Background: an optimization exercise with open tools, aiming at small area. Do not read the settings as production practice.
Function was checked by simulation only, so behaviour that the tests miss may differ from the original.
Power is estimated from default activity; no workload was simulated.

main:
Design lmp_rx, start of the top module:
module lmp_rx #(
    parameter T_GUARD = 40,
    parameter T_BIT   = 24,
    parameter CNT_W   = 16
) (
    input  wire             clk,
    input  wire             rst,
    input  wire             line_in,
    input  wire             rpt_ack,
    output wire             busy,
    output wire             out_valid,
    output wire             out_err,
    output wire [1:0]       out_code,
    output wire             out_type,
    output wire [15:0]      out_payload,
    output wire             out_parity,
    output wire [CNT_W-1:0] out_old,
    output wire [CNT_W-1:0] cnt_out
);
    localparam [4:0] T_A = 5'b00111;
    localparam [4:0] T_B = 5'b00110;
    localparam [4:0] S_0 = 5'b10101;
    reg        busy_r;
    reg [4:0]  tmr;
    reg [4:0]  step;
    reg [17:0] sr;
    reg        rp;
    reg [15:0] o_pay;
    reg [15:0] o_old;
    reg        o_type;
    reg        o_par;
    reg        o_perr;
    reg        fresh;
    wire wrap    = ~tmr[0] & tmr[1] & ~tmr[2] & ~tmr[4];      
    wire st1     = step[1] & ~step[2] & step[3];              
    wire st_skip = step[2] & ~step[3] & step[4];              
    wire st_dec  = ~step[0] & step[1] & step[4];              
    wire st_rpt  = step[0] & ~step[1] & step[2] & ~step[4];   
    wire rx      = busy_r & ~st_rpt;
    wire tick    = rx & wrap;
    wire sample  = tick & ~st_skip & ~st_dec;
    wire decode  = tick & st_dec;
    wire ack_rel = busy_r & st_rpt & rpt_ack;
    wire        selp  = ~o_perr & o_type;
    wire        cin   = ~o_perr & ~o_type & ~fresh;
    wire [15:0] diff  = o_pay ^ o_old;
    wire        match = ~|diff;
    wire [16:0] carry;
    assign carry[0] = cin;
    genvar gi;
    generate
        for (gi = 0; gi < 16; gi = gi + 1) begin : g_cnt
            assign carry[gi+1] = carry[gi] & o_old[gi];
        end
    endgenerate
    wire [15:0] cnt = o_old ^ (({16{selp}} & diff) | carry[15:0]);
    always @(posedge clk) begin
        if (!rx)
            tmr <= T_B;
        else if (wrap)
            tmr <= st1 ? T_B : T_A;
        else
            tmr <= {tmr[3:0], ~(tmr[4] ^ tmr[1])};
  ...
Size in the first run: roughly 270 cells after synthesis, ~66 flip-flops.
export LEC_CHECK = 0
export CAP_MARGIN = 0
export CORE_MARGIN = 2
export CORE_UTILIZATION = 40
export PLACE_DENSITY = 0.6
export SLEW_MARGIN = 0
create_clock -name core_clock -period 10.0 [get_ports {clk}]
standard.sh (not shown) runs the stock make flow with config.mk's settings and CLKGATE_MAP_FILE= SYNTH_SCRIPT=/design/flow/synth_recipe.tcl, a recipe that flattens the netlist after the stock synthesis.
==> flow/flow/run.sh <==
#!/bin/bash
# The standard layout flow with three changes:
#  - synthesis is the standard one (same script, fsm/share skipped, same
#    flattening and renaming, same registers) except that ABC maps the
#    combinational logic with an area-oriented script (flow/area.abc);
#  - the port buffers are the smallest buffer (buf_1);
#  - the clock tree is built from clkbuf_4 without dummy balancing loads.
set -uo pipefail
export MY_ABC_SCRIPT=$PWD/flow/area.abc
bash standard.sh \
  SYNTH_SCRIPT=$PWD/flow/synth.tcl \
  BUFFER_PORTS_ARGS="-buffer_cell sky130_fd_sc_hd__buf_1" \
  CTS_ARGS="-sink_clustering_enable -repair_clock_nets -dont_use_dummy_load -buf_list sky130_fd_sc_hd__clkbuf_4" \
  finish > standard.log 2>&1
==> flow/flow/area.abc <==
strash
dch -f
amap -m
topo
dnsize
==> flow/flow/synth.tcl <==
proc synth {args} { yosys synth -nofsm -noshare {*}$args }
proc abc {args} {
  set i [lsearch $args -script]
  if {$i >= 0 && [info exists ::env(MY_ABC_SCRIPT)]} { lset args [expr {$i+1}] $::env(MY_ABC_SCRIPT) }
  yosys abc {*}$args
}
source $::env(SCRIPTS_DIR)/synth.tcl
# left out here: clear keep_hierarchy, flatten, clean up, hide names made inside functions, write 1_2_yosys.v
[inputs] the feature branch vs main
Settings: GPL_TIMING_DRIVEN now 0, previously not set; PLACE_DENSITY now 0.8, was 0.6; CORE_UTILIZATION now 65, was 40.
Results
main → the feature branch: detailed-routed wire length on met2 now smaller; count of vias placed by the detailed router now larger; number of rows in the core area now smaller; DRC marker count from the first detailed-route iteration now larger; clock network fraction of design power comparable.

-- afterwards: timing with drivers on the ports --
Ports are ideal in the flow. The routed layouts listed here were re-timed in OpenROAD.
Step 1, drivers: a clkbuf_16 drives clk and a buf_2 each remaining input, both assumed.
Step 2 moves the port delays by t, midway between the first and last clock arrival at a register: inputs arrive t later, outputs are due t later. That takes back most of the time a late clock gives input paths.
a / b / c = no drivers / after step 1 / after step 2; a / b = the first two.
| run | t, ns | slack for setup (ns) | worst setup path at the end | latest minus earliest clock arrival (ns) | worst register clock-pin slew, ns |
|---|---|---|---|---|---|
| main | 0.417 | 4.601 / 4.574 / 4.991 | register to output | 0.025 / 0.025 | 0.11 / 0.11 |
| the feature branch | 0.431 | 4.458 / 4.432 / 4.863 | register to output | 0.025 / 0.025 | 0.11 / 0.11 |
After both steps setup and hold are still met in every run listed.
